From an optimization exercise on the open Yosys and OpenROAD flow, aimed at small area, a short achievable clock period and few clock cycles per item; shortcuts taken in it are not production practice. In this exercise RTL edits were held to simulation tests only and were not proved equivalent to the original. No activity file was given, so power comes from the tool's default toggle rates.

==> flow/design.v <==
module vrtb_ts_add #(parameter W = 32, parameter L = 5) (
    input  wire [W-1:0] a,
    input  wire [W-1:0] b,
    input  wire         ci,
    output wire [W-1:0] s,
    output wire         co
);
    wire [W-1:0] p0 = a ^ b;
    wire [W-1:0] g0 = a & b;
    wire [W-1:0] gl [0:L];
    wire [W-1:0] pl [0:L];
    assign gl[0] = {g0[W-1:1], g0[0] | (p0[0] & ci)};
    assign pl[0] = p0;
    genvar l, i;
    generate
        for (l = 0; l < L; l = l + 1) begin : lv
            for (i = 0; i < W; i = i + 1) begin : bt
                if ((i >> l) & 1) begin : cmb
                    localparam integer J = ((i >> l) << l) - 1;
                    assign gl[l+1][i] = gl[l][i] | (pl[l][i] & gl[l][J]);
                    assign pl[l+1][i] = pl[l][i] & pl[l][J];
                end else begin : pas
                    assign gl[l+1][i] = gl[l][i];
                    assign pl[l+1][i] = pl[l][i];
                end
            end
        end
    endgenerate
    assign s  = p0 ^ {gl[L][W-2:0], ci};
    assign co = gl[L][W-1];
endmodule
module vrtb_ts_inc #(parameter W = 64, parameter L = 6) (
    input  wire [W-1:0] a,
    output wire [W-1:0] s
);
    wire [W-1:0] pl [0:L];
    assign pl[0] = a;
    genvar l, i;
    generate
        for (l = 0; l < L; l = l + 1) begin : lv
            for (i = 0; i < W; i = i + 1) begin : bt
                if ((i >> l) & 1) begin : cmb
                    localparam integer J = ((i >> l) << l) - 1;
                    assign pl[l+1][i] = pl[l][i] & pl[l][J];
                end else begin : pas
                    assign pl[l+1][i] = pl[l][i];
                end
            end
        end
    endgenerate
    assign s = a ^ {pl[L][W-2:0], 1'b1};
endmodule
module vrtb_ts (
    input  wire        clk,
    input  wire        rst,
    input  wire        start,
    input  wire        next,
    input  wire [95:0] t0,
    input  wire [63:0] k0,
    input  wire [31:0] blk_size,
    input  wire [31:0] rate,
    output wire        ready,
    output reg         ts_valid,
    output wire [31:0] ts_sec,
    output wire [39:0] ts_frac,
    output wire        ts_err
);
    localparam [39:0] PS  = 40'd1000000000000;
    localparam [27:0] P5  = 28'd244140625;           
    localparam [3:0] S_IDLE = 4'd0,
                     S_LD   = 4'd1,    
                     S_PS   = 4'd2,    
                     S_CP1  = 4'd3,    
                     S_BZ   = 4'd4,    
                     S_CP2  = 4'd5,    
                     S_HDBL = 4'd6,    
                     S_HADD = 4'd7,    
                     S_T0   = 4'd8,    
                     S_WRAP = 4'd9;    
    reg [3:0]  state;
    reg        phase;      
    reg [5:0]  cnt;        
    reg        first;      
    reg        kz;         
    reg        bz;         
    reg [5:0]  tcnt;       
    reg        wrap;       
    reg        r1;         
    reg        bzero, kzero;
    reg [5:0]  bmsb, kmsb;
    reg [31:0] y_sec;
    reg [39:0] y_frac;
    reg [39:0] y_fracn;    
    reg [31:0] y_rem;
    reg [31:0] y_remn;
    reg [31:0] r_r;
    reg [63:0] idx;
    reg [31:0] t_sec;
    reg        t_ovf;
    reg        t_hi;       
    reg [27:0] t_rem;
    reg [27:0] t_remn;     
    reg [11:0] t_lo;
    wire [39:0] t_frac  = {t_rem, t_lo};
    wire [39:0] t_fracn = {t_remn, t_lo};
    reg        a_kx, a_dbl, a_add, a_t, a_cpy, a_cps, a_ys0, a_nx;
    reg        b_kx, b_dbl, b_add, b_t, b_cps, b_ys0, b_cpy, b_nx;
    reg        c_cps, c_nx;
    reg [32:0] a_ra;
    reg [31:0] a_rbs;
    reg [31:0] a_rbd;
    reg        a_ci;
    reg [40:0] b_fa;
    reg [39:0] b_fb;
    reg [39:0] b_fbn;
    reg        b_fc;
    reg [32:0] c_sa;
    reg        c_oa;
    reg [31:0] c_sb;
    reg        c_ob;
    reg        c_ci;
    reg [39:0] c_frac;
    assign ready   = (state == S_IDLE);
    assign ts_sec  = c_sa[31:0];
    assign ts_frac = c_frac;
    assign ts_err  = c_oa;
    function [5:0] msb32(input [31:0] v);
        integer i;
        begin
            msb32 = 6'd0;
            for (i = 0; i < 32; i = i + 1)
                if (v[i]) msb32 = i[5:0];
        end
    endfunction
    function [5:0] msb64(input [63:0] v);
        integer i;
        begin
            msb64 = 6'd0;
            for (i = 0; i < 64; i = i + 1)
                if (v[i]) msb64 = i[5:0];
        end
    endfunction
    wire [32:0] rs;
    wire        rs_c;
    vrtb_ts_add #(33, 6) u_rs (.a(a_ra), .b({1'b0, a_rbs}), .ci(1'b0), .s(rs), .co(rs_c));
    wire [33:0] rd;
    wire        rd_c;
    vrtb_ts_add #(34, 6) u_rd (.a({1'b0, a_ra}), .b({2'b11, a_rbd}), .ci(a_ci), .s(rd), .co(rd_c));
    wire        cr    = !rd[33];
    wire [31:0] rem_n = cr ? rd[31:0] : rs[31:0];
    wire [40:0] fs;
    wire        fs_c;
    vrtb_ts_add #(41, 6) u_fs (.a(b_fa), .b({1'b0, b_fb}), .ci(b_fc), .s(fs), .co(fs_c));
    wire [41:0] fd;
    wire        fd_c;
    vrtb_ts_add #(42, 6) u_fd (.a({1'b0, b_fa}), .b({2'b11, b_fbn}), .ci(b_fc), .s(fd), .co(fd_c));
    wire        cf     = !fd[41];
    wire [39:0] frac_n = cf ? fd[39:0] : fs[39:0];
    wire [32:0] ss;
    wire        ss_c;
    vrtb_ts_add #(33, 6) u_ss (.a(c_sa), .b({1'b0, c_sb}), .ci(c_ci), .s(ss), .co(ss_c));
    wire        ovf_n  = c_oa | c_ob | ss[32] | ss_c;
    reg         tlast;     
    wire [28:0] td_s = {t_rem, t_sec[31] & !tlast};
    wire [28:0] td_k = tlast ? ~{P5, 1'b0} : ~{1'b0, P5};
    wire [28:0] td_d;
    wire        td_q;
    vrtb_ts_add #(29, 5) u_td (.a(td_s), .b(td_k), .ci(1'b1), .s(td_d), .co(td_q));
    wire [63:0] idx_inc;
    vrtb_ts_inc #(64, 6) u_inc (.a(idx), .s(idx_inc));
    wire        idx_m1 = (idx[63:1] == {63{1'b1}}) && !idx[0];
    wire [5:0]  rmsb  = msb32(r_r);
    wire [30:0] ps_hi = PS[39:9];
    wire [30:0] rem_i = ps_hi >> (5'd31 - rmsb[4:0]);
    wire [63:0] hv   = phase ? idx : {32'd0, y_sec};
    wire        hbit = hv[cnt];
    reg        n_kx, n_dbl, n_add, n_ld, n_cin, n_cpy, n_cps, n_ys0, n_t, n_nx;
    reg [3:0]  n_state;
    reg [5:0]  n_cnt;
    reg        n_phase, n_kz, n_bz;
    wire       acc_next = (state == S_IDLE) && !start && next;
    wire [3:0] t0_wait = (tcnt[5:1] == 5'd0) ? S_IDLE : S_T0;
    task k_pass;
        begin
            n_kz    = kzero;
            n_phase = 1'b1;
            n_cnt   = kmsb - 6'd1;
            n_state = (kzero || kmsb == 6'd0) ? t0_wait : S_HDBL;
        end
    endtask
    task h_end;
        begin
            if (!phase) begin
                n_state = S_CP2;
            end else begin
                n_kz    = 1'b0;
                n_state = t0_wait;
            end
        end
    endtask
    always @(*) begin
        n_kx = 1'b1; n_dbl = 1'b0; n_add = 1'b0; n_ld = 1'b0; n_cin = 1'b0;
        n_cpy = 1'b0; n_cps = 1'b0; n_ys0 = 1'b0; n_t = 1'b0; n_nx = 1'b0;
        n_state = state; n_cnt = cnt; n_phase = phase; n_kz = kz; n_bz = bz;
        case (state)
            S_IDLE: begin
                if (start) begin
                    n_bz    = 1'b0;
                    n_state = S_LD;
                end else if (next) begin
                    if (first) begin
                        n_nx = 1'b1; n_t = 1'b1; n_kx = !kz;
                    end else if (wrap) begin
                        n_state = S_WRAP;
                    end else begin
                        n_nx  = 1'b1;
                        n_add = 1'b1;
                    end
                end
            end
            S_WRAP: begin
                n_nx = 1'b1; n_kx = 1'b0; n_t = 1'b1;
                n_state = S_IDLE;
            end
            S_LD: begin
                n_kx = 1'b0; n_ld = 1'b1;
                n_cnt = 6'd39 - rmsb;
                n_state = S_PS;
            end
            S_PS: begin
                n_dbl = 1'b1; n_cin = PS[cnt];
                n_cnt = cnt - 6'd1;
                if (cnt == 6'd0)
                    n_state = bzero ? S_BZ : (bmsb == 6'd0) ? S_CP2 : S_CP1;
            end
            S_CP1: begin
                n_cpy   = 1'b1;
                n_cnt   = bmsb - 6'd1;
                n_phase = 1'b0;
                n_state = S_HDBL;
            end
            S_BZ: begin
                n_kx    = 1'b0;
                n_bz    = 1'b1;
                n_state = S_CP2;
            end
            S_CP2: begin
                n_cpy = 1'b1; n_cps = 1'b1;
                if (bz) begin
                    n_kz    = 1'b1;
                    n_state = t0_wait;
                end else
                    k_pass;
            end
            S_HDBL: begin
                n_dbl = 1'b1;
                if (hbit) begin
                    n_state = S_HADD;
                end else if (cnt != 6'd0) begin
                    n_cnt = cnt - 6'd1;
                end else
                    h_end;
            end
            S_HADD: begin
                n_add = 1'b1; n_ys0 = !phase;
                if (cnt != 6'd0) begin
                    n_cnt   = cnt - 6'd1;
                    n_state = S_HDBL;
                end else
                    h_end;
            end
            S_T0: begin
                if (tcnt[5:1] == 5'd0)
                    n_state = S_IDLE;
            end
            default: n_state = S_IDLE;
        endcase
        if (n_dbl) n_kx = 1'b0;
    end
    always @(posedge clk) begin
        a_ra  <= n_dbl ? {rem_n, n_cin} : n_kx ? {1'b0, rem_n} :
                 n_ld  ? {2'b00, rem_i} : 33'd0;
        a_rbs <= n_add ? y_rem  : 32'd0;
        a_rbd <= n_add ? y_remn : ~r_r;
        a_ci  <= !n_add;
        if (a_cpy && !(ready && start)) begin
            y_rem  <= a_ra[31:0];
            y_remn <= rd[31:0];
        end
        b_fa  <= a_dbl ? {frac_n, cr} : a_kx ? {1'b0, frac_n} : 41'd0;
        b_fb  <= a_add ? y_frac : a_t ? t_frac : 40'd0;
        b_fbn <= a_add ? y_fracn : a_t ? t_fracn : ~PS + 40'd1;
        b_fc  <= cr & !a_dbl;
        b_kx  <= a_kx;
        b_dbl <= a_dbl;
        b_add <= a_add;
        b_t   <= a_t;
        b_ys0 <= a_ys0;
        b_cpy <= a_cpy;
        b_cps <= a_cps;
        c_sa   <= b_dbl ? {ss[31:0], 1'b0} : b_kx ? {1'b0, ss[31:0]} : 33'd0;
        c_oa   <= (b_dbl | b_kx) & ovf_n;
        c_sb   <= b_add ? (b_ys0 ? {31'd0, r1} : y_sec) : b_t ? t_sec : 32'd0;
        c_ob   <= b_t & t_ovf;
        c_ci   <= cf;
        c_frac <= b_fa[39:0];
        c_cps  <= b_cps;
        if (b_cpy) begin
            y_frac  <= b_fa[39:0];
            y_fracn <= fd[39:0];
        end
        if (c_cps && state != S_LD) y_sec <= c_sa[31:0];
        tlast <= (tcnt == 6'd2);
        if (tlast)
            t_remn <= td_d[28:1];
        else if (tcnt != 6'd0) begin
            t_rem <= td_q ? td_d[27:0] : td_s[27:0];
            t_sec <= {t_sec[30:0], td_q};
        end
        a_kx  <= n_kx;
        a_dbl <= n_dbl;
        a_add <= n_add;
        a_t   <= n_t;
        a_cpy <= n_cpy;
        a_cps <= n_cps;
        a_ys0 <= n_ys0;
        cnt   <= n_cnt;
        phase <= n_phase;
        kz    <= n_kz;
        bz    <= n_bz;
        bzero <= (y_sec == 32'd0);
        bmsb  <= msb32(y_sec);
        kzero <= (idx == 64'd0);
        kmsb  <= msb64(idx);
        if (ready && start) begin
            r_r   <= rate;
            y_rem <= blk_size;      
            idx   <= k0;
            wrap  <= (k0 == {64{1'b1}});
            t_hi  <= (t0[95:72] != 24'd0);
            t_rem <= t0[71:44];
            y_remn <= t0[43:12];    
            t_lo  <= t0[11:0];
        end
        if (acc_next && !first) begin
            idx  <= idx_inc;
            wrap <= idx_m1;
        end
        if (state == S_LD) begin
            t_ovf <= t_hi || (t_rem >= P5);
            r1    <= (r_r == 32'd1);
            y_sec <= y_rem;         
            t_sec <= y_remn;        
        end
        if (ready && start) begin
            b_cpy <= 1'b0;
            b_cps <= 1'b0;
            c_cps <= 1'b0;
        end
        if (rst) begin
            state    <= S_IDLE;
            first    <= 1'b0;
            tcnt     <= 6'd0;
            a_nx     <= 1'b0;
            b_nx     <= 1'b0;
            c_nx     <= 1'b0;
            ts_valid <= 1'b0;
        end else begin
            state    <= n_state;
            a_nx     <= n_nx;
            b_nx     <= a_nx;
            c_nx     <= b_nx;
            ts_valid <= c_nx;
            if (ready && start)
                first <= 1'b1;
            if (state == S_LD) begin
                tcnt  <= 6'd33;
            end else begin
                if (acc_next)
                    first <= 1'b0;
                if (tcnt != 6'd0)
                    tcnt <= tcnt - 6'd1;
            end
        end
    end
endmodule
==> flow/run.sh <==
#!/bin/bash
# synth_recipe.tcl (not shown) runs the flow's synth.tcl, then flattens the netlist and writes it again
# the make line also repeats each setting of config.mk as NAME=value (left out here)
make -C /OpenROAD-flow-scripts/flow DESIGN_CONFIG=/design/flow/config.mk WORK_HOME=/design/flow/orfs CLKGATE_MAP_FILE= SYNTH_SCRIPT=/design/flow/synth_recipe.tcl finish
==> flow/config.mk <==
export PLATFORM = sky130hd
export DESIGN_NAME = vrtb_ts
export DESIGN_NICKNAME = vrtb_ts
export VERILOG_FILES = /design/flow/design.v
export SDC_FILE = /design/flow/constraint.sdc
export NUM_CORES = 4
export LEC_CHECK = 0
export CAP_MARGIN = 20
export CORE_MARGIN = 2
export CORE_UTILIZATION = 55
export SETUP_SLACK_MARGIN = 5
export SLEW_MARGIN = 20
==> flow/constraint.sdc <==
create_clock -name core_clock -period 8.0 [get_ports {clk}]
set_input_delay 1.6000 -clock core_clock [delete_from_list [all_inputs] [get_ports {clk}]]
set_output_delay 1.6000 -clock core_clock [all_outputs]
set_load 0.01 [all_outputs]
==> results of run 1 <==
-- what timing repair did --
| action | CTS | global route |
|---|---|---|
| buffers inserted | 139 | 45 |
| gates resized for setup | 423 | 221 |
| gates cloned | 21 | 1 |
| setup endpoints to repair | 625 | 255 |
| pin swaps | 118 | 111 |
| hold buffers | 0 | 0 |
-- cell type report --
class                   count  area [µm²]  share of cell area [%]
clock buffers             126        2516                   4.961
repair inverters            2       10.01                 0.01974
multi-input cells        2884       21490                   42.36
well taps                 950        1189                   2.344
clock inverters            30       390.4                  0.7697
inverters                 168       681.9                   1.344
diodes                      1       2.502                0.004934
repair buffers            525        5358                   10.56
flip-flops and latches    757       19090                   37.63
-- cell usage after synthesis (all sizes together) (23+ instances only) --
cell type / n
nand4: 38
o21ai: 236
and2: 53
a21oi: 195
nand2b: 36
nor3: 67
nor2: 251
and3: 29
dfxtp: 372
buf: 61
nand2: 700
nor2b: 34
a31oi: 35
o21bai: 26
mux4: 31
o31ai: 23
mux2: 32
or3: 24
ha: 204
edfxtp: 385
a22o: 117
xnor2: 123
o21a: 31
mux2i: 50
inv: 163
fa: 34
nand3: 80
xor2: 84
nor4: 51
clkbuf: 146
a21o: 51
-- critical path, cell delays in order, from the launching register on --
cell and delay (ps):
dfxtp_1 320, inv_2 70, fa_2 350, fa_2 350, nor2b_2 130, o31a_1 170
o211ai_1 160, a211o_1 320, a21o_4 240, a221oi_4 320, nor2_1 70, a211o_1 310
o21ba_4 220, o21bai_1 130, ha_1 250, nor4_2 150, nor2_1 60
-- path summary, 6_finish.rpt --
path              startpoint    end  slack [ps]  depth (start not counted)
hold / removal         a_ys0  b_ys0         330                          0
setup / recovery     c_sb[0]   c_oa        4280                         16
setup reg to reg     c_sb[0]   c_oa        4280                         16
hold reg to reg        a_ys0  b_ys0         330                          0
-- sequential cells by signal, summed over array words and instances, names as in the netlist, 33 cells and up --
register / flops
b_fa: 41
b_fbn: 40
y_frac: 40
c_frac: 40
a_ra: 33
idx: 64
b_fb: 40
c_sa: 33
y_fracn: 40
-- cells by family after synthesis --
group	share of synthesized area, %
adders and majority gates	8.190
buffers and inverters	3.959
AOI/OAI and AO/OA	15.38
and+or+nand+nor	15.93
DFF	48.00
muxes	3.965
xor gates and xnor gates	4.578
-- power by group through the flow --
stage / clock network (mW) / logic [mW] / registers [mW]
after detailed placement: 0 / 8.18 / 7.52
after global routing: 4.23 / 12.3 / 7.57
after global placement: 0 / 8.07 / 7.52
after CTS: 4.09 / 10.2 / 7.42
final: 4.05 / 11.5 / 7.46
after floorplan: 0 / 6.27 / 6.75
-- per-layer routing --
layer  GRT usage, %  wire, µm  share of wire [%]  up-vias
met4          15.73      6841                5.5        0
met1          42.52     50620                 41    15720
met2          53.71     58550                 47     1273
met5              0         0                  0        -
li1               -         -                  -    15270
met3          4.655      8310                6.7      279
-- cell usage in the layout (no fill, tap or decap), types with 19 or more instances in the layout --
cell type	count
ha_1	190
mux2i_4	22
a21oi_2	22
mux2i_1	23
or3_1	22
mux2_4	26
nor4_1	46
a22o_1	117
dfxtp_2	32
buf_4	123
a31oi_1	26
inv_1	148
o21a_1	27
clkdlybuf4s50_1	227
nor2b_1	22
clkbuf_1	22
nor2_1	224
clkbuf_16	90
xor2_1	77
dlygate4sd2_1	73
dfxtp_1	330
nand4_1	38
nand2_2	21
o21ai_0	204
buf_6	65
a21oi_1	160
o211ai_1	19
nand3_1	73
and2_1	48
mux4_2	31
o21bai_1	23
edfxtp_1	385
nand2b_1	33
xnor2_1	107
nor3_1	58
and3_1	25
a21o_1	47
nand2_1	666
==> run summary, run 1 <==
CP endpoint kind flip-flop; P per Cell Area 452.7 nW/µm²; post-route ant nets 0; CTS Buffer Depth 3; grt total ovfl 0; maximum fanout along the worst path 4; via count 32540; cell area after layout 50720 µm²; DRC Markers 0; row count 98; TritonCTS Buffers 83; Cells after Synth 4007; total track usage 32.66%; Area after DPL 43480 µm²; Setup violations, final 0; Max Slew Vio Count 0; Worst setup SP type flip-flop; largest net degree at the start of global routing 83; initial antenna violation count 2; Nets 4887; Flop pwr share 32.5%; switching part of the total power 40.66%; die height 272.3 µm; Worst VDD drop 0.0003085 V; total core area 71360 µm²; die area 74160 µm²; Worst Tran Pin Value 1081 ps; final hold viol count 0; Yosys reg bits 757; setup ws final 4276 ps; P_sw 9.336 mW; overall power 22.96 mW; leading area contributor after synthesis edfxtp_1; syn nets 4473; Period Utilization, post-route 46.55%; I/O pins 303; Main synth FF type edfxtp_1; vias per cell 5.979; Finished Layout Cells 5443; Fin Setup TNS 0 ps; Worst slew margin 27.25%; Worst Skew 22.87 ps; Hold Path Class flip-flop to flip-flop; status no timing/DRC/antenna violations; CTS sink count 757; Max Cap Viol 0; RSZ-0062 raised after global routing true; leakage power total 20.75 nW; Fin Hold WS 334.9 ps; Clock Pin Slew Worst Setup and Hold Paths 60 ps; worst endpoint data arrival time 4240 ps; final WL 124300 µm; Layout area overhead 28.08%; Cells after DPL 5080; layout cells sized above 1 18.46%; Crit Path Class flip-flop to flip-flop; root buf cell clkbuf_16; first-pass GRT wire length 186700 µm; Ys Warns 7; min Tclk post-route 3724 ps; Die X 272.3 µm; H-tree Lvls 3; Distinct cells, synth 88; filler cell count 5325; placer congestion estimate 0.9210; synth top area cells edfxtp_1 29%, dfxtp_1 19%, nand2_1 6.6%; mapped cell area 39600 µm²; Final HPWL DP 83660 µm; DRT Pass-1 Iters 6; WL per Instance 22.84 µm; number of buffer cells added on primary ports 302; post-synth top area share 29.19%; clock share of power 17.6%; internal cell power 13.62 mW; Syn Area/Cell 9.883 µm²; initial core utilization 55.49%; DR iter-0 viols 2864; Worst EP required 8520 ps; CTS tree yes; Final Util 71.07%; pre-CTS WS 3059 ps; combinational power share 49.9%; achievable clock frequency 268.5 MHz; vias in the first global route 31740; Post-synth EDFFs 385; sequential area share after synthesis 48.00%; Skew-Pair Late Insertion Delay 640 ps; asr flop ratio synth 0%
Testbench counts, summed over its fixed seeds: cycles 3,996, items 1,152.
==> run 2, diff against run 1 <==
--- a/flow/config.mk
+++ b/flow/config.mk
@@ -8,5 +8,5 @@
 export CAP_MARGIN = 20
 export CORE_MARGIN = 2
-export CORE_UTILIZATION = 55
-export SETUP_SLACK_MARGIN = 5
+export CORE_UTILIZATION = 40
+export SETUP_SLACK_MARGIN = 4.5
 export SLEW_MARGIN = 20
==> run summary, run 2 <==
final WL 126600 µm (was 124300 µm); Ys Warns 7 (unchanged); Worst EP required 8550 ps (was 8520 ps); CTS Buffer Depth 3 (unchanged); number of buffer cells added on primary ports 302 (unchanged); sequential area share after synthesis 48.00% (unchanged); Main synth FF type edfxtp_1 (unchanged); Distinct cells, synth 88 (unchanged); Crit Path Class flip-flop to flip-flop (unchanged); die height 318.6 µm (was 272.3 µm); post-route ant nets 0 (unchanged); layout cells sized above 1 14.81% (was 18.46%); commonest non-fill, non-tap cell in the layout nand2_1 (unchanged); synth top area cells edfxtp_1 29%, dfxtp_1 19%, nand2_1 6.6% (unchanged); Clock Pin Slew Worst Setup and Hold Paths 60 ps (about the same); root buf cell clkbuf_16 (unchanged); grt total ovfl 0 (unchanged); max reg flops 64 (unchanged); die area 101500 µm² (was 74160 µm²); top flop regs idx: 64 flops, b_fa: 41 flops (unchanged); Setup violations, final 0 (unchanged); HP Start a_ys0 (unchanged); Period Utilization, post-route 47.95% (was 46.55%); achievable clock frequency 260.7 MHz (was 268.5 MHz); Layout area overhead 25.62% (was 28.08%); Die X 318.6 µm (was 272.3 µm); TritonCTS Buffers 87 (was 83); Final HPWL DP 87460 µm (was 83660 µm); leakage power total 19.87 nW (was 20.75 nW); Top reg by flops idx (unchanged); row count 115 (was 98); Post-synth EDFFs 385 (unchanged); post-synth top area share 29.19% (unchanged); syn nets 4473 (unchanged); Worst Skew 24.00 ps (was 22.87 ps); Post-synth top cells 700 x nand2_1, 385 x edfxtp_1, 372 x dfxtp_1 (unchanged); largest net degree at the start of global routing 124 (was 83); first-pass GRT wire length 186200 µm (was 186700 µm); Yosys reg bits 757 (unchanged); initial antenna violation count 7 (was 2); Max Slew Vio Count 0 (unchanged); maximum fanout along the worst path 3 (was 4); most frequent cells in the layout 678 x nand2_1, 385 x edfxtp_1, 351 x dfxtp_1 (was 666 x nand2_1, 385 x edfxtp_1, 330 x dfxtp_1); H-tree Lvls 3 (unchanged); Critical path origin c_sa[0] (was c_sb[0]); FF-to-FF Start c_sa[0] (was c_sb[0]); worst endpoint data arrival time 4390 ps (was 4240 ps); Syn Area/Cell 9.883 µm² (unchanged); Worst slew margin 33.58% (was 27.25%); Cell Chain, Critical Path inv_4, fa_2, fa_2, nor2b_2, o31a_1, o211ai_1, a211o_1, a21o_4, a221oi_4, nor2_1, a211o_1, o21ba_4, o21bai_1, ha_1, nor4_2, nor2_1 (was inv_2, fa_2, fa_2, nor2b_2, o31a_1, o211ai_1, a211o_1, a21o_4, a221oi_4, nor2_1, a211o_1, o21ba_4, o21bai_1, ha_1, nor4_2, nor2_1); DRC Markers 0 (unchanged); leading area contributor after synthesis edfxtp_1 (unchanged); CTS tree yes (unchanged); CP max stage cell fa_2 (unchanged); Worst Tran Pin Value 990.9 ps (was 1081 ps); total core area 98280 µm² (was 71360 µm²); asr flop ratio synth 0% (unchanged); Hold Path Class flip-flop to flip-flop (unchanged); Worst Reg-to-Reg Cells 16 (unchanged); DRT Pass-1 Iters 6 (unchanged); CP endpoint kind flip-flop (unchanged); DR iter-0 viols 2883 (was 2864); Max Cap Viol 0 (unchanged); Worst setup SP type flip-flop (unchanged); Fin Setup TNS 0 ps (unchanged); peak per-stage delay on the critical path 400 ps (was 350 ps); Cells after Synth 4007 (unchanged); vias per cell 5.560 (was 5.979); worst hold path depth 0 (unchanged); vias in the first global route 30670 (was 31740); final hold viol count 0 (unchanged); min Tclk post-route 3836 ps (was 3724 ps); Final Util 50.62% (was 71.07%); Skew-Pair Late Insertion Delay 670 ps (was 640 ps); via count 31880 (was 32540); status no timing/DRC/antenna violations (unchanged); P per Cell Area 439.8 nW/µm² (was 452.7 nW/µm²); Worst VDD drop 0.0001987 V (was 0.0003085 V); count leader, synth nand2_1 (unchanged); cell area after layout 49750 µm² (was 50720 µm²); Fin Hold WS 346.6 ps (was 334.9 ps); initial core utilization 40.30% (was 55.49%); I/O pins 303 (unchanged); Area after DPL 43770 µm² (was 43480 µm²); WL per Instance 22.09 µm (was 22.84 µm); RSZ-0062 raised after global routing true (unchanged); CTS sink count 757 (unchanged); cts hold-fix bufs 0 (unchanged); Nets 4833 (was 4887); placer congestion estimate 0.9385 (was 0.9210); mapped cell area 39600 µm² (unchanged); total track usage 23.82% (was 32.66%)
run 2: cell counts after synthesis:
Identical to the previous run, type by type.
run 2: cells by family after synthesis:
| kind of cell | after synthesis | share of synthesized area (%) |
|---|---|---|
| buffers and inverters | 375 | 3.959 |
| adder cells (fa/ha/maj) | 239 | 8.190 |
| AO/OA/AOI/OAI | 909 | 15.38 |
| multiplexers | 113 | 3.965 |
| flip-flops | 757 | 48.00 |
| XOR/XNOR | 207 | 4.578 |
| AND/OR/NAND/NOR | 1407 | 15.93 |
run 2: area by class of cell:
| type | instances | area [µm²] |
|---|---|---|
| fill | 8898 | 48530 |
| multi-input combinational | 2880 | 20690 |
| clock inverter | 41 | 425.4 |
| tap | 1287 | 1610 |
| timing repair inverter | 1 | 5.005 |
| antenna | 4 | 10.01 |
| inverter | 168 | 661.9 |
| sequential | 757 | 19060 |
| clock buffer | 123 | 2559 |
| timing repair buffer | 472 | 4721 |
run 2: report_power, final:
part	internal [mW]	total (mW)	switching [mW]
clock	2.44	4.15	1.71
sequential	6.00	7.47	1.47
combinational	4.52	10.3	5.73
total	13.0	21.9	8.91
run 2: worst max-delay path, delay by kind of cell (launching register included):
kind / cells / cell delay [ps]
fa+ha+maj: 3 / 1010
compound gates: 8 / 1920
flops: 1 / 370
buf+inv: 1 / 40
simple gates: 4 / 400
run 2: final timing paths:
kind,end,slack (ps)
min reg2reg,b_ys0,350
min,b_ys0,350
max,c_oa,4160
max reg2reg,c_oa,4160
run 2: metal layers:
| layer | wire [µm] | track usage, % |
|---|---|---|
| met5 | 9 | 0 |
| met4 | 4221 | 8.225 |
| met3 | 8589 | 3.924 |
| met2 | 59770 | 39.15 |
| met1 | 54040 | 31.76 |
run 2: through the flow:
stage | std cells | total power [mW] | setup slack (ps)
CTS | 5678 | 20.75 | 4170
finish | 5733 | 21.88 | 4164
floorplan | 4007 | 12.95 | 4226
global placement | 5418 | 15.54 | 2942
global route | 5730 | 23.09 | 3935
detailed placement | 5418 | 15.66 | 2857
run 2: repair_timing:
action / in CTS / in global routing
gates cloned: 10 / 4
resized for setup: 210 / 195
pin swaps: 88 / 104
endpoints found under the setup margin: 389 / 306
buffers inserted: 86 / 46

==> re-timing with driven ports <==
In the flow no input, the clock included, has a driving cell. The finished layouts below were timed again as built, in two steps. Step 1 sets driving cells, clkbuf_16 on the clock port and buf_2 on the other inputs (assumed; they add their load-dependent delay and slew). Step 2 times the ports against the registers' clock, not the clock port: input delays grow and output delays shrink by t, the midpoint of the rising clock arrivals with the driver on. Slacks: ideal ports / drivers / drivers and shift; pairs: ideal ports / drivers.
run | t (ns) | setup WS [ns] | slew at the worst register clock pin (ns) | worst data-port slew with drivers (ns) | pins driven straight from the clock port
run 1 | 0.699 | 4.276 / 4.276 / 4.090 | 0.06 / 0.06 | 0.11 | 1
run 2 | 0.732 | 4.164 / 4.164 / 3.782 | 0.07 / 0.07 | 0.16 | 1
After both steps every run listed still meets setup and hold. For run 2, which loses most, drivers alone change the setup slack by 0.000 ns; drivers and shift together by -0.382 ns.
